What follows belongs to an exercise in optimizing a design on an open flow for small area and a short achievable clock period; a production flow would make more cautious choices.
The RTL was checked by simulation tests, not by an equivalence proof against the original design.
No activity file was given, so power comes from the tool's default toggle rates.

==> design.v <==
module rlwe_rec (
    input  wire         clk,
    input  wire         rst,         
    input  wire         in_valid,
    input  wire         in_mode,     
    input  wire [127:0] in_x,        
    input  wire         in_bit,      
    input  wire [7:0]   in_r,        
    output reg          out_valid,
    output reg  [7:0]   out_r,       
    output reg          out_key      
);
    integer j;
    function [3:0] kval;
        input [7:0] r;
        input integer jj;
        integer i;
        begin
            kval = 4'd0;
            for (i = 0; i < 16; i = i + 1)
                if ({(jj < 3) ? r[2*jj +: 2] : 2'd0, r[7:6]} == i)
                    kval = 2 * (i / 4) + (i % 4);
        end
    endfunction
    function [4:0] k3val;
        input [7:0] r;
        input integer jj;
        integer i;
        begin
            k3val = 5'd0;
            for (i = 0; i < 16; i = i + 1)
                if ({(jj < 3) ? r[2*jj +: 2] : 2'd0, r[7:6]} == i)
                    k3val = 3 * (2 * (i / 4) + (i % 4));
        end
    endfunction
    reg               s0_valid;
    reg               s0_mode;
    reg               s0_bit;
    reg        [7:0]  s0_r;
    reg signed [8:0]  s0_th  [0:3];
    reg        [8:0]  s0_xl  [0:3];
    reg        [3:0]  s0_ovf;
    reg        [3:0]  s0_neg;
    always @(posedge clk) begin
        if (rst)
            s0_valid <= 1'b0;
        else
            s0_valid <= in_valid;
        s0_mode <= in_mode;
        s0_bit  <= in_bit;
        s0_r    <= in_r;
        for (j = 0; j < 4; j = j + 1) begin
            s0_th[j]  <= $signed({in_x[32*j+31], in_x[32*j+9 +: 7]})
                         - $signed({4'd0, in_mode ? k3val(in_r, j) : 5'd0});
            s0_xl[j]  <= in_x[32*j +: 9];
            s0_ovf[j] <= ~((in_x[32*j+16 +: 16] == 16'h0000) |
                           (in_x[32*j+16 +: 16] == 16'hffff));
            s0_neg[j] <= in_x[32*j+31];
        end
    end
    wire        hr = ~s0_mode;             
    wire        bh = s0_bit & hr;          
    wire        g   [0:3];                 
    wire [5:0]  yo  [0:3];                 
    wire [5:0]  qo  [0:3];                 
    wire        big [0:3];
    wire [2:0]  v0  [0:3];
    wire [1:0]  v1  [0:3];
    genvar gi;
    generate
        for (gi = 0; gi < 4; gi = gi + 1) begin : co
            rlwe_coef u_coef (
                .th(s0_th[gi]), .xl(s0_xl[gi]), .ovf(s0_ovf[gi]), .neg(s0_neg[gi]),
                .hr(hr), .bh(bh), .k(kval(s0_r, gi)),
                .g(g[gi]), .yo(yo[gi]), .qo(qo[gi]), .big(big[gi]),
                .v0(v0[gi]), .v1(v1[gi])
            );
        end
    endgenerate
    reg         s1_valid;
    reg         s1_mode;
    reg         s1_bh;
    reg         s1_fail;                   
    reg  [8:0]  s1_u   [0:3];              
    reg  [5:0]  s1_yo  [0:3];
    reg  [5:0]  s1_qo  [0:3];
    reg  [3:0]  s1_g;
    reg  [7:0]  s1_h0;                     
    reg  [7:0]  s1_h1;                     
    always @(posedge clk) begin
        if (rst)
            s1_valid <= 1'b0;
        else
            s1_valid <= s0_valid;
        s1_mode <= s0_mode;
        s1_bh   <= bh;
        s1_fail <= |s0_ovf | big[0] | big[1] | big[2] | big[3];
        for (j = 0; j < 4; j = j + 1) begin
            s1_u[j]  <= s0_xl[j] ^ {9{g[j]}};
            s1_yo[j] <= yo[j];
            s1_qo[j] <= qo[j];
            s1_g[j]  <= g[j];
        end
        s1_h0 <= {v0[3][0], 1'b0, v0[2][1:0] - v0[3][1:0], v0[1][1:0] - v0[3][1:0], v0[0][1:0] - v0[3][1:0]};
        s1_h1 <= {v1[3][0], 1'b1, v1[2] - v1[3], v1[1] - v1[3], v1[0] - v1[3]};
    end
    reg  [21:0] S;
    reg         cs1, cs2, cs3, cs4, cs5, cs6, cs7, cs8, cs9, cs10, cs11, cs12;
    reg         cs13, cs14, cs15, cs16, cs17, cs18, cs19, cs20, cs21, cs22, cs23, cs24;
    reg         cs25, cs26, cs27, cs28, cs29, cs30, cs31, cs32, cs33, cs34, cs35, cs36;
    reg         cs37, cs38, cs39, cs40, cs41, cs42, cs43, cs44, cs45, cs46, cs47, cs48;
    reg         cs49, cs50, cs51, cs52, cs53, cs54, cs55, cs56, cs57, cs58, cs59, cs60;
    reg         cs61, cs62, cs63, cs64, cs65, cs66, cs67, cs68, cs69, cs70, cs71, cs72;
    reg         cs73, cs74, cs75, cs76, cs77, cs78, cs79, cs80, cs81, cs82, cs83, cs84;
    reg         cs85, cs86, cs87, cs88, cs89, cs90, cs91, cs92, cs93, cs94, cs95, cs96;
    reg         cs97, cs98, cs99, cs100, cs101, cs102, cs103, cs104, cs105, cs106, cs107, cs108;
    reg         cs109, cs110, cs111, cs112, cs113, cs114, cs115, cs116, cs117, cs118, cs119, cs120;
    reg         cs121, cs122, cs123, cs124, cs125, cs126, cs127, cs128, cs129, cs130, cs131, cs132;
    reg         cs133, cs134, cs135, cs136, cs137, cs138, cs139, cs140, cs141, cs142, cs143, cs144;
    reg         cs145, cs146, cs147, cs148, cs149, cs150, cs151, cs152, cs153, cs154, cs155, cs156;
    reg         cs157, cs158, cs159, cs160, cs161, cs162, cs163, cs164, cs165, cs166, cs167, cs168;
    reg         cs169, cs170, cs171, cs172, cs173, cs174, cs175, cs176, cs177, cs178, cs179, cs180;
    reg         cs181, cs182, cs183, cs184, cs185, cs186, cs187, cs188, cs189, cs190, cs191, cs192;
    reg         cs193, cs194, cs195, cs196;
    reg  [21:0] ra, rb;
    wire [3:0]  gb = s1_g & {4{s1_bh}};
    reg  [21:0] K;
    reg         ok;
    always @(*) begin
        if (~s1_mode)
            K = s1_bh ? 22'd1548146 : 22'd1548162;   
        else
            K = 22'd1474427;                         
        cs1 = s1_u[0][0] ^ s1_qo[0][3] ^ gb[0];
        cs2 = (s1_u[0][0] & s1_qo[0][3]) | (s1_u[0][0] & gb[0]) | (s1_qo[0][3] & gb[0]);
        cs3 = s1_u[1][0] ^ s1_qo[1][3] ^ gb[1];
        cs4 = (s1_u[1][0] & s1_qo[1][3]) | (s1_u[1][0] & gb[1]) | (s1_qo[1][3] & gb[1]);
        cs5 = s1_u[0][1] ^ s1_qo[0][4] ^ s1_u[1][1];
        cs6 = (s1_u[0][1] & s1_qo[0][4]) | (s1_u[0][1] & s1_u[1][1]) | (s1_qo[0][4] & s1_u[1][1]);
        cs7 = s1_u[0][2] ^ s1_qo[0][5];
        cs8 = s1_u[0][2] & s1_qo[0][5];
        cs9 = s1_g[0] ^ s1_qo[0][0] ^ s1_g[1];
        cs10 = (s1_g[0] & s1_qo[0][0]) | (s1_g[0] & s1_g[1]) | (s1_qo[0][0] & s1_g[1]);
        cs11 = s1_qo[1][0] ^ s1_g[2];
        cs12 = s1_qo[1][0] & s1_g[2];
        cs13 = s1_g[0] ^ s1_qo[0][1] ^ s1_g[1];
        cs14 = (s1_g[0] & s1_qo[0][1]) | (s1_g[0] & s1_g[1]) | (s1_qo[0][1] & s1_g[1]);
        cs15 = s1_qo[1][1] ^ s1_g[2] ^ s1_qo[2][1];
        cs16 = (s1_qo[1][1] & s1_g[2]) | (s1_qo[1][1] & s1_qo[2][1]) | (s1_g[2] & s1_qo[2][1]);
        cs17 = s1_g[3] ^ s1_qo[3][1];
        cs18 = s1_g[3] & s1_qo[3][1];
        cs19 = s1_g[0] ^ s1_qo[0][2] ^ s1_g[1];
        cs20 = (s1_g[0] & s1_qo[0][2]) | (s1_g[0] & s1_g[1]) | (s1_qo[0][2] & s1_g[1]);
        cs21 = s1_qo[1][2] ^ s1_g[2] ^ s1_qo[2][2];
        cs22 = (s1_qo[1][2] & s1_g[2]) | (s1_qo[1][2] & s1_qo[2][2]) | (s1_g[2] & s1_qo[2][2]);
        cs23 = s1_g[3] ^ s1_qo[3][2] ^ K[2];
        cs24 = (s1_g[3] & s1_qo[3][2]) | (s1_g[3] & K[2]) | (s1_qo[3][2] & K[2]);
        cs25 = cs1 ^ cs3 ^ s1_u[2][0];
        cs26 = (cs1 & cs3) | (cs1 & s1_u[2][0]) | (cs3 & s1_u[2][0]);
        cs27 = s1_qo[2][3] ^ gb[2] ^ s1_u[3][0];
        cs28 = (s1_qo[2][3] & gb[2]) | (s1_qo[2][3] & s1_u[3][0]) | (gb[2] & s1_u[3][0]);
        cs29 = s1_qo[3][3] ^ gb[3] ^ K[3];
        cs30 = (s1_qo[3][3] & gb[3]) | (s1_qo[3][3] & K[3]) | (gb[3] & K[3]);
        cs31 = cs2 ^ cs4 ^ cs5;
        cs32 = (cs2 & cs4) | (cs2 & cs5) | (cs4 & cs5);
        cs33 = s1_qo[1][4] ^ s1_u[2][1] ^ s1_qo[2][4];
        cs34 = (s1_qo[1][4] & s1_u[2][1]) | (s1_qo[1][4] & s1_qo[2][4]) | (s1_u[2][1] & s1_qo[2][4]);
        cs35 = s1_u[3][1] ^ s1_qo[3][4] ^ K[4];
        cs36 = (s1_u[3][1] & s1_qo[3][4]) | (s1_u[3][1] & K[4]) | (s1_qo[3][4] & K[4]);
        cs37 = cs6 ^ cs7 ^ s1_u[1][2];
        cs38 = (cs6 & cs7) | (cs6 & s1_u[1][2]) | (cs7 & s1_u[1][2]);
        cs39 = s1_qo[1][5] ^ s1_u[2][2] ^ s1_qo[2][5];
        cs40 = (s1_qo[1][5] & s1_u[2][2]) | (s1_qo[1][5] & s1_qo[2][5]) | (s1_u[2][2] & s1_qo[2][5]);
        cs41 = s1_u[3][2] ^ s1_qo[3][5] ^ K[5];
        cs42 = (s1_u[3][2] & s1_qo[3][5]) | (s1_u[3][2] & K[5]) | (s1_qo[3][5] & K[5]);
        cs43 = cs8 ^ s1_u[0][3] ^ s1_u[1][3];
        cs44 = (cs8 & s1_u[0][3]) | (cs8 & s1_u[1][3]) | (s1_u[0][3] & s1_u[1][3]);
        cs45 = s1_u[2][3] ^ s1_u[3][3];
        cs46 = s1_u[2][3] & s1_u[3][3];
        cs47 = s1_u[0][4] ^ s1_u[1][4];
        cs48 = s1_u[0][4] & s1_u[1][4];
        cs49 = cs9 ^ cs11 ^ s1_qo[2][0];
        cs50 = (cs9 & cs11) | (cs9 & s1_qo[2][0]) | (cs11 & s1_qo[2][0]);
        cs51 = cs10 ^ cs12 ^ cs13;
        cs52 = (cs10 & cs12) | (cs10 & cs13) | (cs12 & cs13);
        cs53 = cs15 ^ cs17;
        cs54 = cs15 & cs17;
        cs55 = cs14 ^ cs16 ^ cs18;
        cs56 = (cs14 & cs16) | (cs14 & cs18) | (cs16 & cs18);
        cs57 = cs19 ^ cs21 ^ cs23;
        cs58 = (cs19 & cs21) | (cs19 & cs23) | (cs21 & cs23);
        cs59 = cs20 ^ cs22 ^ cs24;
        cs60 = (cs20 & cs22) | (cs20 & cs24) | (cs22 & cs24);
        cs61 = cs25 ^ cs27 ^ cs29;
        cs62 = (cs25 & cs27) | (cs25 & cs29) | (cs27 & cs29);
        cs63 = cs26 ^ cs28 ^ cs30;
        cs64 = (cs26 & cs28) | (cs26 & cs30) | (cs28 & cs30);
        cs65 = cs31 ^ cs33 ^ cs35;
        cs66 = (cs31 & cs33) | (cs31 & cs35) | (cs33 & cs35);
        cs67 = cs32 ^ cs34 ^ cs36;
        cs68 = (cs32 & cs34) | (cs32 & cs36) | (cs34 & cs36);
        cs69 = cs37 ^ cs39 ^ cs41;
        cs70 = (cs37 & cs39) | (cs37 & cs41) | (cs39 & cs41);
        cs71 = cs38 ^ cs40 ^ cs42;
        cs72 = (cs38 & cs40) | (cs38 & cs42) | (cs40 & cs42);
        cs73 = cs43 ^ cs45 ^ K[6];
        cs74 = (cs43 & cs45) | (cs43 & K[6]) | (cs45 & K[6]);
        cs75 = cs44 ^ cs46 ^ cs47;
        cs76 = (cs44 & cs46) | (cs44 & cs47) | (cs46 & cs47);
        cs77 = s1_u[2][4] ^ s1_u[3][4] ^ K[7];
        cs78 = (s1_u[2][4] & s1_u[3][4]) | (s1_u[2][4] & K[7]) | (s1_u[3][4] & K[7]);
        cs79 = cs48 ^ s1_u[0][5] ^ s1_u[1][5];
        cs80 = (cs48 & s1_u[0][5]) | (cs48 & s1_u[1][5]) | (s1_u[0][5] & s1_u[1][5]);
        cs81 = s1_u[2][5] ^ s1_u[3][5] ^ K[8];
        cs82 = (s1_u[2][5] & s1_u[3][5]) | (s1_u[2][5] & K[8]) | (s1_u[3][5] & K[8]);
        cs83 = s1_u[0][6] ^ s1_u[1][6] ^ s1_u[2][6];
        cs84 = (s1_u[0][6] & s1_u[1][6]) | (s1_u[0][6] & s1_u[2][6]) | (s1_u[1][6] & s1_u[2][6]);
        cs85 = s1_u[3][6] ^ K[9];
        cs86 = s1_u[3][6] & K[9];
        cs87 = s1_u[0][7] ^ s1_u[1][7] ^ s1_u[2][7];
        cs88 = (s1_u[0][7] & s1_u[1][7]) | (s1_u[0][7] & s1_u[2][7]) | (s1_u[1][7] & s1_u[2][7]);
        cs89 = s1_u[3][7] ^ K[10];
        cs90 = s1_u[3][7] & K[10];
        cs91 = s1_u[0][8] ^ s1_u[1][8] ^ s1_u[2][8];
        cs92 = (s1_u[0][8] & s1_u[1][8]) | (s1_u[0][8] & s1_u[2][8]) | (s1_u[1][8] & s1_u[2][8]);
        cs93 = s1_u[3][8] ^ K[11];
        cs94 = s1_u[3][8] & K[11];
        cs95 = s1_yo[0][0] ^ s1_yo[1][0] ^ s1_yo[2][0];
        cs96 = (s1_yo[0][0] & s1_yo[1][0]) | (s1_yo[0][0] & s1_yo[2][0]) | (s1_yo[1][0] & s1_yo[2][0]);
        cs97 = s1_yo[3][0] ^ K[12];
        cs98 = s1_yo[3][0] & K[12];
        cs99 = s1_yo[0][1] ^ s1_yo[1][1] ^ s1_yo[2][1];
        cs100 = (s1_yo[0][1] & s1_yo[1][1]) | (s1_yo[0][1] & s1_yo[2][1]) | (s1_yo[1][1] & s1_yo[2][1]);
        cs101 = s1_yo[3][1] ^ K[13];
        cs102 = s1_yo[3][1] & K[13];
        cs103 = s1_yo[0][2] ^ s1_yo[1][2] ^ s1_yo[2][2];
        cs104 = (s1_yo[0][2] & s1_yo[1][2]) | (s1_yo[0][2] & s1_yo[2][2]) | (s1_yo[1][2] & s1_yo[2][2]);
        cs105 = s1_yo[3][2] ^ K[14];
        cs106 = s1_yo[3][2] & K[14];
        cs107 = s1_yo[0][3] ^ s1_yo[1][3] ^ s1_yo[2][3];
        cs108 = (s1_yo[0][3] & s1_yo[1][3]) | (s1_yo[0][3] & s1_yo[2][3]) | (s1_yo[1][3] & s1_yo[2][3]);
        cs109 = s1_yo[3][3] ^ K[15];
        cs110 = s1_yo[3][3] & K[15];
        cs111 = s1_yo[0][4] ^ s1_yo[1][4] ^ s1_yo[2][4];
        cs112 = (s1_yo[0][4] & s1_yo[1][4]) | (s1_yo[0][4] & s1_yo[2][4]) | (s1_yo[1][4] & s1_yo[2][4]);
        cs113 = s1_yo[3][4] ^ K[16];
        cs114 = s1_yo[3][4] & K[16];
        cs115 = s1_yo[0][5] ^ s1_yo[1][5] ^ s1_yo[2][5];
        cs116 = (s1_yo[0][5] & s1_yo[1][5]) | (s1_yo[0][5] & s1_yo[2][5]) | (s1_yo[1][5] & s1_yo[2][5]);
        cs117 = s1_yo[3][5] ^ K[17];
        cs118 = s1_yo[3][5] & K[17];
        cs119 = cs49 ^ s1_g[3];
        cs120 = cs49 & s1_g[3];
        cs121 = cs50 ^ cs51 ^ cs53;
        cs122 = (cs50 & cs51) | (cs50 & cs53) | (cs51 & cs53);
        cs123 = cs52 ^ cs54 ^ cs55;
        cs124 = (cs52 & cs54) | (cs52 & cs55) | (cs54 & cs55);
        cs125 = cs56 ^ cs58 ^ cs59;
        cs126 = (cs56 & cs58) | (cs56 & cs59) | (cs58 & cs59);
        cs127 = cs60 ^ cs62 ^ cs63;
        cs128 = (cs60 & cs62) | (cs60 & cs63) | (cs62 & cs63);
        cs129 = cs64 ^ cs66 ^ cs67;
        cs130 = (cs64 & cs66) | (cs64 & cs67) | (cs66 & cs67);
        cs131 = cs68 ^ cs70 ^ cs71;
        cs132 = (cs68 & cs70) | (cs68 & cs71) | (cs70 & cs71);
        cs133 = cs72 ^ cs74 ^ cs75;
        cs134 = (cs72 & cs74) | (cs72 & cs75) | (cs74 & cs75);
        cs135 = cs76 ^ cs78 ^ cs79;
        cs136 = (cs76 & cs78) | (cs76 & cs79) | (cs78 & cs79);
        cs137 = cs80 ^ cs82 ^ cs83;
        cs138 = (cs80 & cs82) | (cs80 & cs83) | (cs82 & cs83);
        cs139 = cs84 ^ cs86 ^ cs87;
        cs140 = (cs84 & cs86) | (cs84 & cs87) | (cs86 & cs87);
        cs141 = cs88 ^ cs90 ^ cs91;
        cs142 = (cs88 & cs90) | (cs88 & cs91) | (cs90 & cs91);
        cs143 = cs92 ^ cs94 ^ cs95;
        cs144 = (cs92 & cs94) | (cs92 & cs95) | (cs94 & cs95);
        cs145 = cs96 ^ cs98 ^ cs99;
        cs146 = (cs96 & cs98) | (cs96 & cs99) | (cs98 & cs99);
        cs147 = cs100 ^ cs102 ^ cs103;
        cs148 = (cs100 & cs102) | (cs100 & cs103) | (cs102 & cs103);
        cs149 = cs104 ^ cs106 ^ cs107;
        cs150 = (cs104 & cs106) | (cs104 & cs107) | (cs106 & cs107);
        cs151 = cs108 ^ cs110 ^ cs111;
        cs152 = (cs108 & cs110) | (cs108 & cs111) | (cs110 & cs111);
        cs153 = cs112 ^ cs114 ^ cs115;
        cs154 = (cs112 & cs114) | (cs112 & cs115) | (cs114 & cs115);
        cs155 = cs116 ^ cs118;
        cs156 = cs116 & cs118;
        cs157 = cs119 ^ s1_qo[3][0];
        cs158 = cs119 & s1_qo[3][0];
        cs159 = cs120 ^ cs121 ^ K[1];
        cs160 = (cs120 & cs121) | (cs120 & K[1]) | (cs121 & K[1]);
        cs161 = cs122 ^ cs123 ^ cs57;
        cs162 = (cs122 & cs123) | (cs122 & cs57) | (cs123 & cs57);
        cs163 = cs124 ^ cs125 ^ cs61;
        cs164 = (cs124 & cs125) | (cs124 & cs61) | (cs125 & cs61);
        cs165 = cs126 ^ cs127 ^ cs65;
        cs166 = (cs126 & cs127) | (cs126 & cs65) | (cs127 & cs65);
        cs167 = cs128 ^ cs129 ^ cs69;
        cs168 = (cs128 & cs129) | (cs128 & cs69) | (cs129 & cs69);
        cs169 = cs130 ^ cs131 ^ cs73;
        cs170 = (cs130 & cs131) | (cs130 & cs73) | (cs131 & cs73);
        cs171 = cs132 ^ cs133 ^ cs77;
        cs172 = (cs132 & cs133) | (cs132 & cs77) | (cs133 & cs77);
        cs173 = cs134 ^ cs135 ^ cs81;
        cs174 = (cs134 & cs135) | (cs134 & cs81) | (cs135 & cs81);
        cs175 = cs136 ^ cs137 ^ cs85;
        cs176 = (cs136 & cs137) | (cs136 & cs85) | (cs137 & cs85);
        cs177 = cs138 ^ cs139 ^ cs89;
        cs178 = (cs138 & cs139) | (cs138 & cs89) | (cs139 & cs89);
        cs179 = cs140 ^ cs141 ^ cs93;
        cs180 = (cs140 & cs141) | (cs140 & cs93) | (cs141 & cs93);
        cs181 = cs142 ^ cs143 ^ cs97;
        cs182 = (cs142 & cs143) | (cs142 & cs97) | (cs143 & cs97);
        cs183 = cs144 ^ cs145 ^ cs101;
        cs184 = (cs144 & cs145) | (cs144 & cs101) | (cs145 & cs101);
        cs185 = cs146 ^ cs147 ^ cs105;
        cs186 = (cs146 & cs147) | (cs146 & cs105) | (cs147 & cs105);
        cs187 = cs148 ^ cs149 ^ cs109;
        cs188 = (cs148 & cs149) | (cs148 & cs109) | (cs149 & cs109);
        cs189 = cs150 ^ cs151 ^ cs113;
        cs190 = (cs150 & cs151) | (cs150 & cs113) | (cs151 & cs113);
        cs191 = cs152 ^ cs153 ^ cs117;
        cs192 = (cs152 & cs153) | (cs152 & cs117) | (cs153 & cs117);
        cs193 = cs154 ^ cs155 ^ K[18];
        cs194 = (cs154 & cs155) | (cs154 & K[18]) | (cs155 & K[18]);
        cs195 = cs156 ^ K[19];
        cs196 = cs156 & K[19];
        ra = {K[21], cs196, cs194, cs192, cs190, cs188, cs186, cs184, cs182, cs180, cs178, cs176, cs174, cs172, cs170, cs168, cs166, cs164, cs162, cs160, cs158, cs157};
        rb = {1'b0, K[20], cs195, cs193, cs191, cs189, cs187, cs185, cs183, cs181, cs179, cs177, cs175, cs173, cs171, cs169, cs167, cs165, cs163, cs161, cs159, K[0]};
        S = ra + rb;
        ok = ~s1_fail & ~S[21];
    end
    always @(posedge clk) begin
        if (rst)
            out_valid <= 1'b0;
        else
            out_valid <= s1_valid;
        out_r   <= s1_mode ? 8'd0 : (ok ? s1_h0 : s1_h1);
        out_key <= s1_mode & ok;
    end
endmodule
module rlwe_coef (
    input  wire signed [8:0] th,       
    input  wire [8:0]        xl,
    input  wire              ovf,      
    input  wire              neg,      
    input  wire              hr,       
    input  wire              bh,       
    input  wire [3:0]        k,        
    output reg               g,
    output reg  [5:0]        yo,
    output reg  [5:0]        qo,
    output reg               big,
    output reg  [2:0]        v0,
    output reg  [1:0]        v1
);
    function lo_ge;
        input signed [6:0] v;
        input [8:0] xl;
        begin
            if (v <= 0)
                lo_ge = 1'b1;
            else if (v <= 8)
                lo_ge = xl != 9'd0;
            else if (v <= 16)
                lo_ge = xl[8:1] != 8'd0;
            else
                lo_ge = (xl[8:2] != 7'd0) | (xl[1:0] == 2'd3);
        end
    endfunction
    function gtc;
        input [8:0] a;
        input integer c;
        reg   [8:0] cb;
        reg         eq;
        integer     i;
        begin
            cb  = c;
            cb  = cb ^ 9'h100;
            gtc = 1'b0;
            eq  = 1'b1;
            for (i = 8; i >= 0; i = i - 1) begin
                if (cb[i]) begin
                    eq = eq & (a[i] ^ (i == 8));
                end else begin
                    gtc = gtc | (eq & (a[i] ^ (i == 8)));
                    eq  = eq & ~(a[i] ^ (i == 8));
                end
            end
        end
    endfunction
    function ge;
        input [8:0] th;
        input [8:0] xl;
        input [3:0] o;
        input integer c;
        reg   [8:0] c3;
        begin
            c3 = 3 * c;
            ge = gtc(th, 3 * c) | ((th == c3) & lo_ge(c + o, xl));
        end
    endfunction
    wire [4:0]       t    = th[4:0];
    wire             xz   = xl == 9'd0;               
    wire             xle1 = xl[8:1] == 8'd0;          
    wire             tneg = th[8];                    
    wire             thi  = gtc(th, 24);              
    reg        [3:0] m;        
    reg              mul3;     
    reg        [1:0] rho;      
    reg              lom;      
    reg        [3:0] rg;       
    reg signed [8:0] yc;       
    reg signed [1:0] s;
    reg signed [5:0] p;
    reg signed [8:0] thm, thp;  
    reg signed [8:0] e;
    reg        [8:0] ye;
    reg              gp, g0, gm;
    always @(*) begin
        thm  = th - 9'sd24;
        thp  = th + 9'sd24;
        big  = gtc(th, 48) | (hr ? ~gtc(th, -26) : ~gtc(th, -50));
        m[3] = t >= 5'd24;
        m[2] = (t >= 5'd12) & (t < 5'd24);
        m[1] = ((t >= 5'd6) & (t < 5'd12)) | ((t >= 5'd18) & (t < 5'd24));
        m[0] = ((t >= 5'd3) & (t < 5'd6)) | ((t >= 5'd9) & (t < 5'd12)) |
               ((t >= 5'd15) & (t < 5'd18)) | ((t >= 5'd21) & (t < 5'd24));
        mul3 = (t == 5'd0) | (t == 5'd3) | (t == 5'd6) | (t == 5'd9) | (t == 5'd12) |
               (t == 5'd15) | (t == 5'd18) | (t == 5'd21) | (t == 5'd24);
        rho[1] = (t == 5'd2) | (t == 5'd5) | (t == 5'd8) | (t == 5'd11) |
                 (t == 5'd14) | (t == 5'd17) | (t == 5'd20) | (t == 5'd23);
        rho[0] = ~mul3 & ~rho[1];
        if (bh)
            lom = (t >= 5'd15) ? ~xle1 : ~xz;
        else
            lom = (t < 5'd3) | ~xz;
        if (~m[0])
            yc = (mul3 & ~lom) ? -9'sd1 : {7'd0, rho};
        else
            yc = (mul3 & ~lom) ? 9'sd3 : 9'sd2 - {7'd0, rho};
        if (hr) begin
            if (tneg)
                rg = 4'd0;
            else if (thi)
                rg = 4'd9;
            else
                rg = m + {3'd0, ~mul3 | lom};
            g  = ~rg[0];
            p  = {1'b0, rg[3:1], 1'b0};
            e  = tneg ? th : thi ? thm : yc;       
            v0 = rg[3:1];
            if (rg == 4'd0)
                v1 = 2'd0;
            else if (rg >= 4'd7)
                v1 = 2'd3;
            else
                v1 = rg[2:1] - {1'b0, ~rg[0]};
        end else begin
            if (ge(th, xl, k, 4))
                s = 2'sd1;
            else if (ge(th, xl, k, -4))
                s = 2'sd0;
            else
                s = -2'sd1;
            gp = ~ge(th, xl, k, 8);
            g0 = ~ge(th, xl, k, 0);
            gm = ~ge(th, xl, k, -8);
            g  = (s == 2'sd1) ? gp : (s == 2'sd0) ? g0 : gm;
            p  = $signed({2'd0, k}) + $signed({s, 3'd0});
            e  = (s == 2'sd1) ? thm : (s == 2'sd0) ? th : thp;
            v0 = 3'd0;
            v1 = 2'd0;
        end
        if (ovf) begin
            v0 = neg ? 3'd0 : 3'd4;
            v1 = neg ? 2'd0 : 2'd3;
        end
        ye  = (hr & ~tneg & ~thi) ? yc : e ^ {9{g}};
        yo  = {~ye[5], ye[4:0]};
        qo  = {~(p[5] ^ ~g), p[4:0] ^ {5{~g}}};
    end
endmodule
==> flow/run.sh <==
#!/bin/bash
# The standard layout (standard.sh: the standard flow's own synthesis, floorplan, place,
# CTS and route, unchanged), with one difference: the buffer that
# global placement puts on every input and output port is the small
# sky130_fd_sc_hd__buf_1 instead of the cell buffer_ports picks by itself.
# Every port still gets its own buffer.
set -e
export BUFFER_PORTS_ARGS="-buffer_cell sky130_fd_sc_hd__buf_1"
export SETUP_SLACK_MARGIN=10.5
echo "BUFFER_PORTS_ARGS=$BUFFER_PORTS_ARGS" > run.log
bash standard.sh > standard.log 2>&1
echo "standard.sh finished" >> run.log
==> standard.sh <==
#!/bin/bash
# synth_recipe.tcl (not shown) runs the flow's synth.tcl, then flattens the netlist and writes it again
# the make line also repeats each setting of config.mk as NAME=value (left out here)
make -C /OpenROAD-flow-scripts/flow DESIGN_CONFIG=/design/flow/config.mk WORK_HOME=/design/flow/orfs CLKGATE_MAP_FILE= SYNTH_SCRIPT=/design/flow/synth_recipe.tcl "${@:-finish}"
==> config.mk <==
export PLATFORM = sky130hd
export DESIGN_NAME = rlwe_rec
export DESIGN_NICKNAME = rlwe_rec
export VERILOG_FILES = /design/flow/design.v
export SDC_FILE = /design/flow/constraint.sdc
export NUM_CORES = 4
export LEC_CHECK = 0
export CAP_MARGIN = 20
export CORE_MARGIN = 2
export CORE_UTILIZATION = 75
export CTS_BUF_LIST = sky130_fd_sc_hd__clkbuf_4
export PLACE_DENSITY = 0.85
export SLEW_MARGIN = 20
==> constraint.sdc <==
create_clock -name core_clock -period 15.0 [get_ports {clk}]
set_input_delay 3.0000 -clock core_clock [delete_from_list [all_inputs] [get_ports {clk}]]
set_output_delay 3.0000 -clock core_clock [all_outputs]
set_load 0.01 [all_outputs]
==> run notes, run 1 <==
- Status: finished with violations
- Failed layout checks: max-capacitance violations, max-slew violations
- Depth of the worst register-to-register path: 14
- TritonCTS Sinks: between 200 and 250
- Setup violations remaining at the end of the flow were counted as 0.
* CTS clock-pin slew for the worst setup and hold paths: ~0.08 ns
- The HPWL after detailed placement is between 30000 and 40000 µm.
* Master of the slowest instance on the critical path: sky130_fd_sc_hd__o31ai_1
* CTS root buffer: sky130_fd_sc_hd__clkbuf_4
- The worst setup path is captured at a register.
* Slew of the pin with the lowest slew margin: ~1.7 ns
- Derived from the worst setup path, the maximum achievable clock frequency is 0.190 GHz.
- Power per Cell Area: about 200 nW/µm²
* RSZ-0062 raised after global routing: yes
- Cells after Synth: between 1500 and 2000
* Number of global-route vias before repair: around 14000
- Clock tree from TritonCTS: yes
- Once the floorplan was initialized, standard cells occupied between 70% and 80% of the core.
- Hold is met by around 0.44 ns.
- Relative to the synthesized area, the layout overhead comes to 13.4%.
* Post-CTS Hold Fix Bufs: 0
* Clock network latency to the later pin of the worst-skew pair: between 0.7 and 0.8 ns
* Horizontal die dimension: roughly 150 µm
* Normalized max-slew margin: -14.3%
- The first global-routing pass estimated around 72000 µm of wire.
- Final non-filler cell area: 17000 µm²
- No sink is reached through more buffers than the 3 on the longest clock path.
- Worst Setup Slack post-DPL: around 9.1 ns
* Slack of the critical path: slightly below 10 ns
- Count of nets left with antenna violations after detail routing: 0
- Broken down by cell family, the worst path's largest delay share belongs to compound AO/OA/AOI/OAI gates.
- Count of buffers inserted at the top-level ports: 150
- Number of flops mapped to enable cells by yosys: 0
* Worst hold path stage count: 1
- Maximum VDD drop: 0.000161 V
- Highest routing layer actually used: met5
* Detail-routed net length per standard cell: roughly 24 µm
* Type of the worst setup path: reg2reg
- First-pass DRT Iterations: 8
- When the netlist entered floorplanning its net count stood at just over 2000.
* Vias after detailed routing: 14473
* Final net count: roughly 2200
- Min Clock Period, post-route: between 5 and 6 ns
- Post-route setup TNS: 0 ns
- Count of max-cap constraint violations: 1
* Area of the core: between 15000 and 20000 µm²
- Entering global routing, the biggest net connects 50 pins.
* Sink of the worst hold path: out_valid$_SDFF_PP0_
- In this run the count of I/O pins placed on the die edge is roughly 150.
- The signal on the critical path passes through nor4_2 -> nand2_1 -> a21o_1 -> o21bai_1 -> ha_1 -> ha_1 -> nand2_1 -> inv_1 -> ha_1 -> nand2b_1 -> a21oi_1 -> o31ai_1 -> xnor2_1 -> xnor2_1.
- Crit path DAT: approximately 6 ns
- The synthesized design contains approximately 210 register bits.
* Cell type contributing the most total cell area after synthesis: sky130_fd_sc_hd__dfxtp_1
- After detailed routing, the number of vias per cell comes to a little under 7.
- Of all flip-flops after synthesis, the portion carrying an async set or reset was 0%.
- In this run, the number of DRC markers left after iteration 0 of detailed routing was 1919.
* Vertical die dimension: about 150 µm
- Most instantiated cells after synthesis: 207 x sky130_fd_sc_hd__dfxtp_1, 168 x sky130_fd_sc_hd__inv_1, 117 x sky130_fd_sc_hd__ha_1
- CP bufs+invs: 1
- The synthesized design devotes to its leading area cell type 27.7% of total area.
- Final Max Slew Viols: 4
- Worst hold start: s1_valid$_SDFF_PP0_
* Number of rows created at floorplan: 51
* Top-count cell post-synth: sky130_fd_sc_hd__dfxtp_1
- By instance count, the cell type seen most on the critical path is sky130_fd_sc_hd__ha_1.
- The worst register-to-register path ends at s1_h1[1]$_DFF_P_.
- For the worst setup path, the data required time is around 16 ns.
- Die Area: approximately 21000 µm²
* Post-route clock skew: 0.0588 ns
- Share of the cycle needed by the critical path after routing: 35.0%
* Critical Path Max Stage Delay: 1.34 ns
- The worst setup path is launched from a register.
- Summed over all cells, the static leakage comes to between 0.007 and 0.008 µW.
* R2r setup slk: between 9 and 10 ns
* Global router's overall resource usage: 43.0%
- Fraction of layout cells with a size suffix above 1: approximately 14%
* DRC Markers: 0
- Of all nets on the critical path, the largest fanout is 4.
- Largest cells by area after synthesis: sky130_fd_sc_hd__dfxtp_1 28%, sky130_fd_sc_hd__fa_1 11%, sky130_fd_sc_hd__ha_1 9.8%
* Total length of routed met2 wires: 22900 µm
- Total of warnings raised by yosys: 12
- The number of antenna violations at the first check in global routing came to 3.
* Most used DFF post-synth: sky130_fd_sc_hd__dfxtp_1
- Mapped Avg Cell Area: between 8 and 9 µm²
- Number of buffers created by CTS: 52
- Global route overflow: 0
* Last weighted congestion value of the routability-driven placer: around 1.0
- Number of library cell types mapped by synthesis: slightly above 100
- Netlist area before placement: approximately 15000 µm²
- Wl on met1: around 18000 µm
* Met3 WL: 6110 µm
- Sequential cells were found to cover about 28% of the synthesized design area.
- Detailed Route WL: around 52000 µm
* H-tree levels: 2
- The placed instances occupy a cell area of approximately 16000 µm².
- The startpoint identified for the worst register-to-register timing path is s0_xl[3][4]$_DFF_P_.
* Total count of hold-check failures in the final report: 0
* Hold Crit Class: reg2reg
==> cell type report <==
| class | count | area (µm²) |
|---|---|---|
| clock buffers | 69 | 518 |
| repair buffers | 191 | 992 |
| fillers | 991 | 2560 |
| flip-flops and latches | 207 | 4170 |
| multi-input cells | 1208 | 10100 |
| clock inverters | 29 | 154 |
| inverters | 171 | 658 |
| diodes | 1 | 2.50 |
| well taps | 265 | 332 |
==> worst reg2reg max path: stages (launching register included) <==
cell	delay, ns
sky130_fd_sc_hd__dfxtp_1	0.35
sky130_fd_sc_hd__nor4_2	0.80
sky130_fd_sc_hd__nand2_1	0.27
sky130_fd_sc_hd__a21o_1	0.26
sky130_fd_sc_hd__o21bai_1	0.23
sky130_fd_sc_hd__ha_1	0.28
sky130_fd_sc_hd__ha_1	0.32
sky130_fd_sc_hd__nand2_1	0.10
sky130_fd_sc_hd__inv_1	0.08
sky130_fd_sc_hd__ha_1	0.19
sky130_fd_sc_hd__nand2b_1	0.12
sky130_fd_sc_hd__a21oi_1	0.08
sky130_fd_sc_hd__o31ai_1	1.34
sky130_fd_sc_hd__xnor2_1	0.37
sky130_fd_sc_hd__xnor2_1	0.37
==> metal layers <==
metal | track usage (%) | up-vias
li1 | - | 6214
met1 | 50.0 | 6695
met2 | 69.1 | 1163
met3 | 11.7 | 397
met4 | 29.9 | 4
met5 | 0 | -
==> state kept, by name (all words and copies together), names as in the netlist, 4 cells and up <==
register,flops
out_r,8
s0_neg,4
s0_ovf,4
s0_r,8
s0_th,36
s0_xl,36
s1_g,4
s1_h0,7
s1_h1,7
s1_qo,24
s1_u,36
s1_yo,24
==> cell usage in the layout, fill, tap and decap left out, drive strengths merged, types with 10 or more instances in the layout <==
cell and n:
a21o 21, nand2b 32, nand2 95, ha 117
and2 11, o2111ai 11, xnor2 102, a211oi 19
a31oi 13, nor3 35, nor2 89, nor3b 10
xor2 40, a21oi 89, nand4 29, o31ai 15
nor2b 28, or3 10, clkinv 26, and3 11
fa 79, o21ai 89, or2 11, clkbuf 69
dfxtp 207, nor4 37, nand3 24, mux2i 21
inv 171, a22oi 10, nand3b 10, buf 190
==> report_power, final <==
group / total [µW] / switching, µW / internal, µW
clock: 503 / 266 / 237
sequential: 774 / 135 / 639
combinational: 2160 / 1210 / 951
total: 3440 / 1610 / 1830
==> timing repair <==
action | CTS | global route
endpoints found under the setup margin | 40 | 31
cloned | 1 | 0
gates resized for setup | 41 | 81
buffers inserted | 8 | 24
pin swaps | 20 | 37
==> stage by stage <==
| step | cells | total power [µW] | util [%] |
|---|---|---|---|
| 2_1_floorplan | 1674 | 1940 | - |
| 3_3_place_gp | 2009 | 2230 | 79.6 |
| 3_5_place_dp | 2009 | 2400 | 79.6 |
| 4_1_cts | 2116 | 3080 | 84.5 |
| 5_1_grt | 2141 | 3590 | 86.9 |
| 6_report | 2141 | 3440 | 86.9 |
==> cells by family (layout without fill, tap and decap cells) <==
family / Yosys count / after routing / synth area share (%)
and+or+nand+nor: 463 / 463 / 16.8
adders and majority gates: 196 / 196 / 20.4
other: 0 / 1 / 0
buffers and inverters: 259 / 460 / 7.10
xor gates and xnor gates: 142 / 142 / 8.36
muxes: 26 / 26 / 1.86
DFF: 207 / 207 / 27.7
AOI/OAI and AO/OA: 381 / 381 / 17.8
==> worst max path at each step <==
stage                              from                  end  slack, ns  depth (start not counted)
floorplan                       in_r[6]  s0_th[0][6]$_DFF_P_       9.90                         13
CTS                     s1_g[0]$_DFF_P_  out_r[1]$_SDFF_PP0_      10.20                         17
detailed placement              in_r[6]  s0_th[0][6]$_DFF_P_       9.07                         12
global placement                in_r[6]  s0_th[0][6]$_DFF_P_       9.16                         12
finish              s0_xl[3][4]$_DFF_P_     s1_h1[1]$_DFF_P_       9.75                         14
global route        s0_th[3][4]$_DFF_P_     s1_h1[1]$_DFF_P_       9.59                         16
==> inputs of run 2 (changes only) <==
==> flow/run.sh (replaced) <==
#!/bin/bash
set -e
export BUFFER_PORTS_ARGS="-buffer_cell sky130_fd_sc_hd__buf_1"
export SETUP_SLACK_MARGIN=10.75
echo "BUFFER_PORTS_ARGS=$BUFFER_PORTS_ARGS" > run.log
echo "SETUP_SLACK_MARGIN=$SETUP_SLACK_MARGIN" >> run.log
bash standard.sh > standard.log 2>&1
echo "standard.sh finished" >> run.log
--- a/config.mk
+++ b/config.mk
@@ -8,6 +8,6 @@
 export CAP_MARGIN = 20
 export CORE_MARGIN = 2
-export CORE_UTILIZATION = 75
+export CORE_UTILIZATION = 55
 export CTS_BUF_LIST = sky130_fd_sc_hd__clkbuf_4
-export PLACE_DENSITY = 0.85
+export PLACE_DENSITY = 0.7
 export SLEW_MARGIN = 20
==> run notes, run 2 <==
* Top-count cell post-synth: sky130_fd_sc_hd__dfxtp_1
- Post-route core utilization: between 60% and 70%
- Power per Cell Area: 176 nW/µm²
- Maximum VDD drop: about 0.00016 V
* Detailed Route WL: between 40000 and 50000 µm
- First-pass GRT wire length: between 60000 and 70000 µm
* Type of origin of the critical path: register
- Slew of the pin with the lowest slew margin: between 0.8 and 0.9 ns
- The die is 169 µm tall.
- Mapped Avg Cell Area: a little under 9 µm²
- OpenSTA, run right after detailed placement, puts the worst setup slack at between 9 and 10 ns.
* RSZ-0062 raised after global routing: yes
- The number of antenna violations at the first check in global routing is 1.
* Pin count of the biggest net entering global routing: around 70
- Clock tree from TritonCTS: yes
* Last weighted congestion value of the routability-driven placer: ~0.96
- After synthesis, the most frequently instantiated cells are 207 x sky130_fd_sc_hd__dfxtp_1, 168 x sky130_fd_sc_hd__inv_1, 117 x sky130_fd_sc_hd__ha_1.
* Global route overflow: 0
* Die Area: ~29000 µm²
- Total nets after synthesis: about 2000
- Crit path DAT: 5.17 ns
* CTS clock-pin slew for the worst setup and hold paths: roughly 0.070 ns
- Total of warnings raised by yosys: 12
* Maximum achievable frequency: about 0.22 GHz
* Bufs on Longest Clock Path: 3
- Of the total power, combinational logic draws between 50 and 60%.
* Slack of the critical path: 10.37 ns
- Share of synthesized area occupied by flip-flops and latches: between 20% and 30%
- Cells after Synth: about 1700
- During I/O placement, the number of pins put on the boundary was about 150.
* DRC Markers: 0
- The cell area that synthesis handed to floorplanning was between 10000 and 15000 µm².
- Type of the worst setup path: reg2reg
* Post-DP Area: 15700 µm²
- Yosys mapped a number of flops with a built-in enable equal to 0.
- The pre-antenna-repair detailed-routing pass consisted of 6 iterations.
- Count of buffers inserted at the top-level ports: 150
* Min Clock Period, post-route: approximately 4.6 ns
- Final Max Slew Viols: 0
- Registers are responsible for roughly 25% of the overall power.
- Vias after detailed routing: 12873
- Fraction of layout cells with a size suffix above 1: between 10% and 20%
* Final net count: between 2000 and 2500
- Count of nets left with antenna violations after detail routing: 0
- The run finished with no timing, DRC or antenna violations.
* DPL Wire Length: roughly 30000 µm
- Max Fanout on Critical Path: 8
- Adding up every negative setup slack in the final design gives 0 ns.
- Count of max-cap constraint violations: 0
- In the layout the commonest cells are 190 x sky130_fd_sc_hd__dfxtp_1, 156 x sky130_fd_sc_hd__inv_1, 147 x sky130_fd_sc_hd__buf_1.
- Headroom to the max-slew limit came out at 43.7%.
- The share of total power dissipated in the clock network is roughly 17%.
- Post-route clock skew: 0.0610 ns
- Area of the core: between 20000 and 30000 µm²
* Most used DFF post-synth: sky130_fd_sc_hd__dfxtp_1
- Number of register bits inferred by synthesis: between 200 and 250
* Global router's overall resource usage: between 20 and 30%
* Violation count after the first detailed-route iteration: around 1100
- Total count of hold-check failures in the final report: 0
* Layout-stage area growth over the synthesis result: 14.2%
- Proportion of synthesized flip-flops having asynchronous set or reset: 0%
- The via count of the first global-routing pass is around 13000.
- Number of library cell types mapped by synthesis: slightly above 100
- Crit path required time: about 16 ns
- sky130_fd_sc_hd__dfxtp_1 takes more of the synthesized area than any other cell.
- Clock latency on the worst-skew pair, taken at its later pin, is roughly 0.7 ns.
* Final non-filler cell area: ~17000 µm²
* Number of rows created at floorplan: 60
- Sw frac: ~42%
- Hold timing on the final database bottoms out at a slack of about 0.44 ns.
- H-tree levels: 2
- Dividing the detail-routed wire length by the instance count gives between 15 and 20 µm.
- Biggest registers after layout: s0_th (36), s0_xl (36), s1_u (36)
- Proportion of netlist area held by the largest area contributor: about 28%
- Share of the cycle needed by the critical path after routing: a little under a third
* Int Pwr: 1730 µW
- Avg Vias per Cell: approximately 5.8
- Worst setup EP type: register
- Number of buffers created by CTS: 56
- Summed over all cells, the static leakage comes to between 0.007 and 0.008 µW.
- Final setup vio count: 0
* Hold Crit Class: reg2reg
- Largest cells by area after synthesis: sky130_fd_sc_hd__dfxtp_1 28%, sky130_fd_sc_hd__fa_1 11%, sky130_fd_sc_hd__ha_1 9.8%
- For this design the total switching power over the nets is 1280 µW.
- The clock net in this run drives a total of 207 sinks.
- The tree is rooted in a sky130_fd_sc_hd__clkbuf_4.
- Once the floorplan was initialized, standard cells occupied 55.8% of the core.
- Horizontal die dimension: approximately 170 µm
* Most common cell after layout, fill and taps aside: sky130_fd_sc_hd__dfxtp_1
run 2: cell counts after synthesis:
Identical to the previous run, type by type.
run 2: final timing paths:
check                                    startpoint  slack [ns]                    to  depth (start not counted)
worst min register to register  s1_valid$_SDFF_PP0_        0.44  out_valid$_SDFF_PP0_                          1
worst max-delay path                s1_g[0]$_DFF_P_       10.37   out_r[3]$_SDFF_PP0_                         16
worst max register to register      s1_g[0]$_DFF_P_       10.37   out_r[3]$_SDFF_PP0_                         16
worst min-delay path            s1_valid$_SDFF_PP0_        0.44  out_valid$_SDFF_PP0_                          1
run 2: layout make-up:
class | instances | area (µm²)
Timing Repair Buffer | 191 | 951
Tap cell | 341 | 427
Multi-Input combinational cell | 1208 | 10200
Antenna cell | 1 | 2.50
Sequential cell | 207 | 4190
Inverter | 171 | 664
Clock buffer | 72 | 541
Fill cell | 2289 | 9710
Clock inverter | 19 | 153
run 2: power by group through the flow:
stage	clock, µW	sequential, µW	combinational [µW]
final	501	760	1750
after global routing	542	772	1980
after CTS	513	755	1720
after detailed placement	0	766	1590
after global placement	0	764	1510
after floorplan	0	688	1260
run 2: layer usage:
metal  vias to the layer above  part of all wire, %  track usage (%)
met5                         -                    0                0
met4                         0                  2.8             9.71
met3                        82                  5.8             4.35
met2                       455                   48             48.8
met1                      6135                   43             37.0
li1                       6201                    -                -
run 2: what timing repair did:
| item | in CTS | in global routing |
|---|---|---|
| setup buffers | 25 | 7 |
| pin swaps | 30 | 30 |
| endpoints found under the hold margin | 0 | 0 |
| resized for setup | 68 | 57 |
| setup endpoints to repair | 45 | 34 |
| hold buffers | 0 | 0 |
run 2: worst max-delay path, stage by stage (launching register included):
cell	delay (ns)
sky130_fd_sc_hd__dfxtp_2	0.32
sky130_fd_sc_hd__and2_4	0.15
sky130_fd_sc_hd__fa_1	0.50
sky130_fd_sc_hd__inv_2	0.04
sky130_fd_sc_hd__fa_2	0.35
sky130_fd_sc_hd__fa_2	0.54
sky130_fd_sc_hd__inv_2	0.04
sky130_fd_sc_hd__fa_2	0.34
sky130_fd_sc_hd__fa_1	0.59
sky130_fd_sc_hd__ha_4	0.22
sky130_fd_sc_hd__a2111oi_4	0.34
sky130_fd_sc_hd__o21a_1	0.17
sky130_fd_sc_hd__o211ai_1	0.20
sky130_fd_sc_hd__a41oi_4	0.23
sky130_fd_sc_hd__buf_12	0.16
sky130_fd_sc_hd__mux2i_2	0.22
sky130_fd_sc_hd__nor2_1	0.05
run 2: kinds of logic (layout without fill, tap and decap cells):
| kind of cell | after synthesis | after routing | share of synthesized area, % |
|---|---|---|---|
| mux | 26 | 26 | 1.86 |
| simple gates | 463 | 463 | 16.8 |
| xor+xnor | 142 | 142 | 8.36 |
| flops | 207 | 207 | 27.7 |
| other cells | 0 | 1 | 0 |
| fa+ha+maj | 196 | 196 | 20.4 |
| buf+inv | 259 | 453 | 7.10 |
| compound gates | 381 | 381 | 17.8 |
run 2: per-stage QoR:
stage	total power, µW	std cells
after floorplan	1950	1674
after global routing	3300	2210
final	3010	2210
after CTS	2980	2202
after detailed placement	2360	2086
after global placement	2280	2086
==> inputs of run 3 (changes only) <==
--- a/flow/run.sh
+++ b/flow/run.sh
@@ -3,4 +3,5 @@
 export BUFFER_PORTS_ARGS="-buffer_cell sky130_fd_sc_hd__buf_1"
 export SETUP_SLACK_MARGIN=10.75
+export CTS_ARGS="-sink_clustering_enable -repair_clock_nets -buf_list sky130_fd_sc_hd__clkbuf_4 -dont_use_dummy_load"
 echo "BUFFER_PORTS_ARGS=$BUFFER_PORTS_ARGS" > run.log
 echo "SETUP_SLACK_MARGIN=$SETUP_SLACK_MARGIN" >> run.log
--- a/config.mk
+++ b/config.mk
@@ -8,6 +8,6 @@
 export CAP_MARGIN = 20
 export CORE_MARGIN = 2
-export CORE_UTILIZATION = 55
+export CORE_UTILIZATION = 65
 export CTS_BUF_LIST = sky130_fd_sc_hd__clkbuf_4
-export PLACE_DENSITY = 0.7
+export PLACE_DENSITY = 0.75
 export SLEW_MARGIN = 20
==> run notes, run 3 <==
- The HPWL after detailed placement is roughly 30000 µm.
- The tree is rooted in a sky130_fd_sc_hd__clkbuf_4.
- From bottom edge to top edge, the die measures ~160 µm.
- The count of nets left with antenna violations once routing finished came out at 0.
- Die Area: 24200 µm²
- Global route overflow: 0
- Clock network latency to the later pin of the worst-skew pair: around 0.7 ns
- After clock tree synthesis, the flow added hold-fix buffers numbering 0.
- Dominant cell type by count on the critical path: sky130_fd_sc_hd__fa_2
* Worst setup EP type: register
* Netlist area before placement: 15000 µm²
* First-pass GRT wire length: about 63000 µm
- Area of combinational cells with multiple inputs: approximately 10000 µm²
- By area the synthesized netlist is led by sky130_fd_sc_hd__dfxtp_1 28%, sky130_fd_sc_hd__fa_1 11%, sky130_fd_sc_hd__ha_1 9.8%.
* Depth of the worst register-to-register path: 16
* Avg Vias per Cell: slightly above 6
- Post-route setup TNS: 0 ns
- H-tree levels: 2
- Most instantiated cells after synthesis: 207 x sky130_fd_sc_hd__dfxtp_1, 168 x sky130_fd_sc_hd__inv_1, 117 x sky130_fd_sc_hd__ha_1
- Pin count of the biggest net entering global routing: 51
- First-pass DRT Iterations: 5
* Leakage power of the design: a little under 0.007 µW
- Max Fanout on Critical Path: 5
* Type of origin of the critical path: register
* Detail-routed net length per standard cell: 18.7 µm
- The largest single stage delay on the critical path is between 0.5 and 0.6 ns.
- Mapped Avg Cell Area: 8.94 µm²
- Counting instances, the worst hold path has a depth of 1.
* Top library cells by usage in the layout, fill and taps aside: 191 x sky130_fd_sc_hd__dfxtp_1, 157 x sky130_fd_sc_hd__inv_1, 146 x sky130_fd_sc_hd__buf_1
- In the synthesized netlist the async set-or-reset flop fraction comes to 0%.
- The core region is between 20000 and 25000 µm².
* Fraction of layout cells with a size suffix above 1: roughly an eighth
- Number of flops mapped to enable cells by yosys: 0
* Final Max Slew Viols: 0
- Most used DFF post-synth: sky130_fd_sc_hd__dfxtp_1
- Maximum achievable frequency: between 0.2 and 0.25 GHz
- Status: complete, no violations
* Ordered cell list for the critical path: and2_1 -> fa_1 -> inv_1 -> fa_2 -> fa_2 -> inv_1 -> fa_2 -> fa_2 -> ha_4 -> a2111oi_4 -> o21a_1 -> o211ai_1 -> a41oi_4 -> buf_12 -> mux2i_1 -> nor2_1
* Share of synthesized area occupied by flip-flops and latches: ~28%
- In this run, distinct cell masters in the synthesized netlist total just over 100.
* Ports: approximately 150
- Routability-driven placement finished with a final weighted congestion of between 0.9 and 1.
* Master of the slowest instance on the critical path: sky130_fd_sc_hd__fa_2
* Number of rows created at floorplan: 55
- Port buffering added 150 buffers.
* Slew of the pin with the lowest slew margin: around 1.0 ns
- Vias after detailed routing: 12802
- The routed design has 39600 µm of wire.
- For the worst setup path, the data arrival time is ~5 ns.
- Final setup vio count: 0
* CTS clock-pin slew for the worst setup and hold paths: roughly 0.060 ns
- RSZ-0062 raised after global routing: yes
- Violation count after the first detailed-route iteration: ~1200
- Hold Crit Class: reg2reg
- The number of clock buffers added by TritonCTS is 54.
- Total stage count of the critical path: 16
* Top-count cell post-synth: sky130_fd_sc_hd__dfxtp_1
- In this run the biggest area consumer among cell types represents 27.7% of the synthesized area.
- The setup path with the least slack is of type reg2reg.
* Cells after Synth: around 1700
- TritonCTS built the clock tree.
- Dividing total power by cell area gives a power density of ~170 nW/µm².
- Global routing used between 30% and 40% of the available tracks across all layers.
- Together, buffers and inverters on the worst path number 3.
- Total count of hold-check failures in the final report: 0
* Min Clock Period, post-route: roughly 4.7 ns
* Number of antenna violations at the first check in global routing: 1
- The library cell used most frequently in the layout, excluding fill and tap cells, is sky130_fd_sc_hd__dfxtp_1.
* TritonCTS Sinks: approximately 210
- The number of nets in the synthesized netlist is 2011.
* Layout-stage area growth over the synthesis result: 11.5%
- After the last flow step, the layout net total stands at roughly 2200.
* Number of register bits inferred by synthesis: roughly 210
* Horizontal die dimension: between 150 and 200 µm
- Total of warnings raised by yosys: 12
- Biggest registers after layout: s0_th (36), s0_xl (36), s1_u (36)
- Cell type contributing the most total cell area after synthesis: sky130_fd_sc_hd__dfxtp_1
* Gate family responsible for the most delay along the worst path: adder cells
- Worst Setup Slack post-DPL: approximately 9.2 ns
* Fill count: around 1700
- Share of the cycle needed by the critical path after routing: 31.1%
- Counting along the longest clock path gives a buffer depth of 3.
- Across the routed clock network, the largest skew measured is between 0.1 and 0.15 ns.
- Count of max-cap constraint violations: 0
- Sequential cell area: 4180 µm²
- Data on the critical path is required at its endpoint by 15.49 ns.
* Maximum VDD drop: ~0.00033 V
- For this configuration, the core starts out at a cell density of between 60% and 70%.
* Number of global-route vias before repair: 12303
* Slack of the critical path: about 10 ns
- Headroom to the max-slew limit came out at a little under a third.
- For this run, design rule violations remaining after detail routing come to 0.
==> run 3: cell counts after synthesis <==
Identical to the previous run, type by type.
==> run 3: cells by family (layout without fill, tap and decap cells) <==
logic type / after synthesis / in the layout / synth area share, %
and+or+nand+nor: 463 / 463 / 16.8
AOI/OAI and AO/OA: 381 / 381 / 17.8
buffers and inverters: 259 / 419 / 7.10
DFF: 207 / 207 / 27.7
adders and majority gates: 196 / 196 / 20.4
xor gates and xnor gates: 142 / 142 / 8.36
muxes: 26 / 26 / 1.86
other: 0 / 1 / 0
==> run 3: path summary, 6_finish.rpt <==
kind / from / endpoint / slack (ns)
max: s1_g[0]$_DFF_P_ / out_r[4]$_SDFF_PP0_ / 10.34
min: s0_valid$_SDFF_PP0_ / s1_valid$_SDFF_PP0_ / 0.44
max reg2reg: s1_g[0]$_DFF_P_ / out_r[4]$_SDFF_PP0_ / 10.34
min reg2reg: s0_valid$_SDFF_PP0_ / s1_valid$_SDFF_PP0_ / 0.44
==> run 3: routing by layer <==
metal	vias up	part of all wire [%]	global-route usage (%)
li1	6166	-	-
met1	6036	43	43.6
met2	511	47	53.5
met3	89	7.1	5.50
met4	0	3.5	12.5
met5	-	0	0
==> run 3: layout make-up <==
class	count	area share, %
multi-input combinational	1208	60.4
timing repair buffer	194	5.98
clock buffer	54	2.43
sequential	207	25.0
inverter	171	3.97
tap	285	2.14
antenna	1	0.0150
==> run 3: report_power, final <==
group / switching (µW) / leakage (µW) / internal, µW / total (µW)
clock network: 201 / 0.000248 / 162 / 363
logic: 900 / 0.00491 / 829 / 1730
registers: 119 / 0.00174 / 640 / 759
==> run 3: stage by stage <==
stage | util (%) | power, µW | area, µm² | hold WS (ns) | instances
2_1_floorplan | - | 1950 | 15100 | 0.329 | 1674
6_report | 73.7 | 2850 | 16700 | 0.441 | 2120
5_1_grt | 73.7 | 3160 | 16700 | 0.464 | 2120
3_5_place_dp | 68.9 | 2330 | 15600 | 0.428 | 2030
4_1_cts | 72.6 | 2720 | 16400 | 0.445 | 2109
3_3_place_gp | 68.9 | 2270 | 15600 | 0.424 | 2029
==> run 3: what timing repair did <==
action / CTS / global route
gates resized for setup: 59 / 46
gates cloned: 0 / 1
pin swaps: 32 / 30
setup endpoints to repair: 46 / 35
buffers inserted: 25 / 9
==> inputs of run 4 (changes only) <==
==> flow/run.sh (replaced) <==
#!/bin/bash
set -e
export BUFFER_PORTS_ARGS="-buffer_cell sky130_fd_sc_hd__buf_1"
export SETUP_SLACK_MARGIN=10.75
echo "BUFFER_PORTS_ARGS=$BUFFER_PORTS_ARGS" > run.log
echo "SETUP_SLACK_MARGIN=$SETUP_SLACK_MARGIN" >> run.log
bash standard.sh > standard.log 2>&1
echo "standard.sh finished" >> run.log
==> run notes, run 4 <==
- The run finished with no timing, DRC or antenna violations.
- The die is ~160 µm tall.
* Number of flops mapped to enable cells by yosys: 0
- Type of origin of the critical path: register
- Summed over all layers, the global routing overflow is 0.
- Entering global routing, the biggest net connects 51 pins.
- For this run, the detailed router's first-pass iteration total came to 8.
* Top-count cell post-synth: sky130_fd_sc_hd__dfxtp_1
- Counting every net in the synthesized netlist gives 2011.
* Netlist area before placement: 15000 µm²
* Initial standard-cell utilization of the core: roughly 66%
- The critical path is of the reg2reg type.
* Count of nets left with antenna violations after detail routing: 0
- Setup violations remaining at the end of the flow were counted as 0.
- Summed over all instances, the cell type with the most area after synthesis is sky130_fd_sc_hd__dfxtp_1.
- Measured along the x axis, the die boundary spans approximately 160 µm.
* RSZ-0062 raised after global routing: yes
- Post-route clock skew: about 0.053 ns
* Cells after Synth: around 1700
- Fin cells: around 2200
- Share of synthesized area occupied by flip-flops and latches: roughly 28%
- Counting instances, the worst hold path has a depth of 1.
- Bufs on Longest Clock Path: 3
- Most common cell after layout, fill and taps aside: sky130_fd_sc_hd__dfxtp_1
* Post-CTS Hold Fix Bufs: 0
* Die Area: roughly 24000 µm²
* Crit path required time: between 15 and 20 ns
- Number of library cell types mapped by synthesis: 101
- Counting cells, the worst reg-to-reg path comes to 16.
- The later pin in the worst-skew pair is clocked with a latency of approximately 0.72 ns.
- In this run the worst hold path is classified as reg2reg.
* First-pass GRT wire length: ~63000 µm
- Ports: approximately 150
- Mapped Avg Cell Area: between 8 and 9 µm²
- The worst path in the final design needs a cycle of 4.63 ns, including I/O delays and setup.
- In this run the biggest area consumer among cell types represents between 20 and 30% of the synthesized area.
* Leakage power of the design: a little over 0.007 µW
- Normalized max-slew margin: a little under a third
- The final layout contains routed wiring with a total length of between 40000 and 50000 µm.
- Global routing used between 30% and 40% of the available tracks across all layers.
- Largest cells by area after synthesis: sky130_fd_sc_hd__dfxtp_1 28%, sky130_fd_sc_hd__fa_1 11%, sky130_fd_sc_hd__ha_1 9.8%
* Detail-routed net length per standard cell: 18.5 µm
* Most used DFF post-synth: sky130_fd_sc_hd__dfxtp_1
- Across the VDD grid, the largest voltage drop is ~0.00033 V.
- H-tree levels: 2
- Number of rows created at floorplan: between 50 and 60
- Number of global-route vias before repair: 12378
- Number of buffers created by CTS: between 50 and 60
* Maximum achievable frequency: 0.216 GHz
* Last weighted congestion value of the routability-driven placer: 0.971
* Power per Cell Area: ~180 nW/µm²
- Vias after detailed routing: ~13000
- The setup check on the worst reg-to-reg path leaves a slack of 10.37 ns.
* DPL Wire Length: 30200 µm
* Post-route setup TNS: 0 ns
* Biggest registers after layout: s0_th (36), s0_xl (36), s1_u (36)
- Dividing the detail-routed via count by the number of cells gives a little under 6.
* Number of instances in the placed design: between 2000 and 2500
* Layout-stage area growth over the synthesis result: 13.5%
- Count of max-cap constraint violations: 0
- After floorplanning, the core was sized to cover between 20000 and 25000 µm².
- Fraction of layout cells with a size suffix above 1: around 14%
- Dividing the final minimum period by the clock period gives around 31%.
- For this block, the initial DRC count from the detailed router was around 1100.
* TritonCTS Sinks: 207
* CTS root buffer: sky130_fd_sc_hd__clkbuf_4
- After the last flow step, the layout net total stands at 2177.
- CTS clock-pin slew for the worst setup and hold paths: about 0.070 ns
* Worst setup EP type: register
- Total count of hold-check failures in the final report: 0
- Along the worst path, the maximum fanout reaches 5.
- At the pin with the least slew margin, the transition time is a little over 1 ns.
* Most instantiated cells after synthesis: 207 x sky130_fd_sc_hd__dfxtp_1, 168 x sky130_fd_sc_hd__inv_1, 117 x sky130_fd_sc_hd__ha_1
- Number of register bits inferred by synthesis: about 210
- The number of antenna violations at the first check in global routing came to 1.
* Crit path DAT: around 5.2 ns
- Total of warnings raised by yosys: 12
- Proportion of synthesized flip-flops having asynchronous set or reset: 0%
- During placement, the flow inserted port buffers numbering 150.
- Top library cells by usage in the layout, fill and taps aside: 190 x sky130_fd_sc_hd__dfxtp_1, 157 x sky130_fd_sc_hd__inv_1, 146 x sky130_fd_sc_hd__buf_1
- Clock tree from TritonCTS: yes
- The final number of max-transition violations came to 0.
- For this run, design rule violations remaining after detail routing come to 0.
-- run 4: report_power, final --
group | total (µW) | leakage (µW) | internal (µW) | switching [µW]
clock network | 483 | 0.000401 | 240 | 243
registers | 757 | 0.00174 | 640 | 117
logic | 1740 | 0.00493 | 836 | 908
-- run 4: logic make-up (layout without fill, tap and decap cells) --
logic type / after synthesis / after routing / synth area share (%)
buf+inv: 259 / 464 / 7.10
compound gates: 381 / 381 / 17.8
simple gates: 463 / 463 / 16.8
other cells: 0 / 1 / 0
fa+ha+maj: 196 / 196 / 20.4
mux: 26 / 26 / 1.86
flops: 207 / 207 / 27.7
xor+xnor: 142 / 142 / 8.36
-- run 4: area by class of cell --
type                       count  area [µm²]
clock buffer                  70         526
inverter                     171         666
fill                        1700        5660
timing repair buffer         198        1020
multi-input combinational   1208       10100
sequential                   207        4180
antenna                        1        2.50
clock inverter                25         151
tap                          285         357
-- run 4: what timing repair did --
item / CTS / global route
cloned: 0 / 1
setup buffers: 23 / 15
pin swaps: 23 / 34
gates resized for setup: 49 / 58
setup endpoints to repair: 54 / 34
-- run 4: worst max-delay path, stage by stage (launching register included) --
cell                        delay, ns
sky130_fd_sc_hd__dfxtp_4         0.36
sky130_fd_sc_hd__and2_4          0.14
sky130_fd_sc_hd__fa_1            0.50
sky130_fd_sc_hd__inv_2           0.04
sky130_fd_sc_hd__fa_2            0.34
sky130_fd_sc_hd__fa_2            0.53
sky130_fd_sc_hd__inv_2           0.04
sky130_fd_sc_hd__fa_2            0.52
sky130_fd_sc_hd__fa_2            0.45
sky130_fd_sc_hd__ha_4            0.18
sky130_fd_sc_hd__a2111oi_4       0.32
sky130_fd_sc_hd__o21a_1          0.16
sky130_fd_sc_hd__o211ai_1        0.18
sky130_fd_sc_hd__a41oi_4         0.30
sky130_fd_sc_hd__buf_12          0.17
sky130_fd_sc_hd__mux2i_2         0.19
sky130_fd_sc_hd__nor2_1          0.08
-- run 4: final timing paths --
check,start,to
worst max-delay path,s1_bh$_DFF_P_,out_r[0]$_SDFF_PP0_
worst min-delay path,s0_valid$_SDFF_PP0_,s1_valid$_SDFF_PP0_
worst max register to register,s1_bh$_DFF_P_,out_r[0]$_SDFF_PP0_
worst min register to register,s0_valid$_SDFF_PP0_,s1_valid$_SDFF_PP0_
-- run 4: stage by stage --
step	area, µm²	hold WS, ns	utilization (%)	worst slack, ns	total power (µW)
2_1_floorplan	15100	0.329	-	9.91	1950
3_3_place_gp	15600	0.424	68.9	9.24	2270
3_5_place_dp	15600	0.428	68.9	9.19	2330
4_1_cts	16600	0.447	73.5	10.30	2840
5_1_grt	17000	0.465	75.0	10.26	3290
6_report	17000	0.444	75.0	10.37	2980
-- run 4: layer usage --
layer,track usage [%],share of wire (%),routed length (µm),vias up
met5,0,0,0,-
met3,4.89,6.6,2660,76
met1,44.3,43,17300,6120
met2,54.1,47,18900,485
met4,12.1,2.9,1170,0
li1,-,-,-,6244

## static timing again, ports no longer ideal
The flow's constraints put no driver on any port. The routed layouts listed below were extracted and timed again, unchanged, in two steps.
Step 1: set_driving_cell puts a clkbuf_16 on clk and a buf_2 on each other input, an assumption about the parent block.
Step 2 also shifts input and output timing later by t, the mid clock arrival at the registers, as if the neighbouring blocks saw the same clock.
Slacks: ideal / step 1 / step 2; pairs: ideal / step 1.
| run | shift t [ns] | setup slack, ns | clock arrival spread, ns | pins driven straight from the clock port |
|---|---|---|---|---|
| run 1 | 0.727 | 9.749 / 9.749 / 9.398 | 0.060 / 0.060 | 1 |
| run 2 | 0.742 | 10.372 / 10.372 / 9.731 | 0.061 / 0.061 | 1 |
| run 3 | 0.688 | 10.341 / 10.341 / 9.713 | 0.104 / 0.104 | 1 |
| run 4 | 0.742 | 10.371 / 10.371 / 9.702 | 0.052 / 0.053 | 1 |
The setup slack of run 4, which loses most, moves by 0.000 ns with the drivers and by -0.669 ns with both steps.
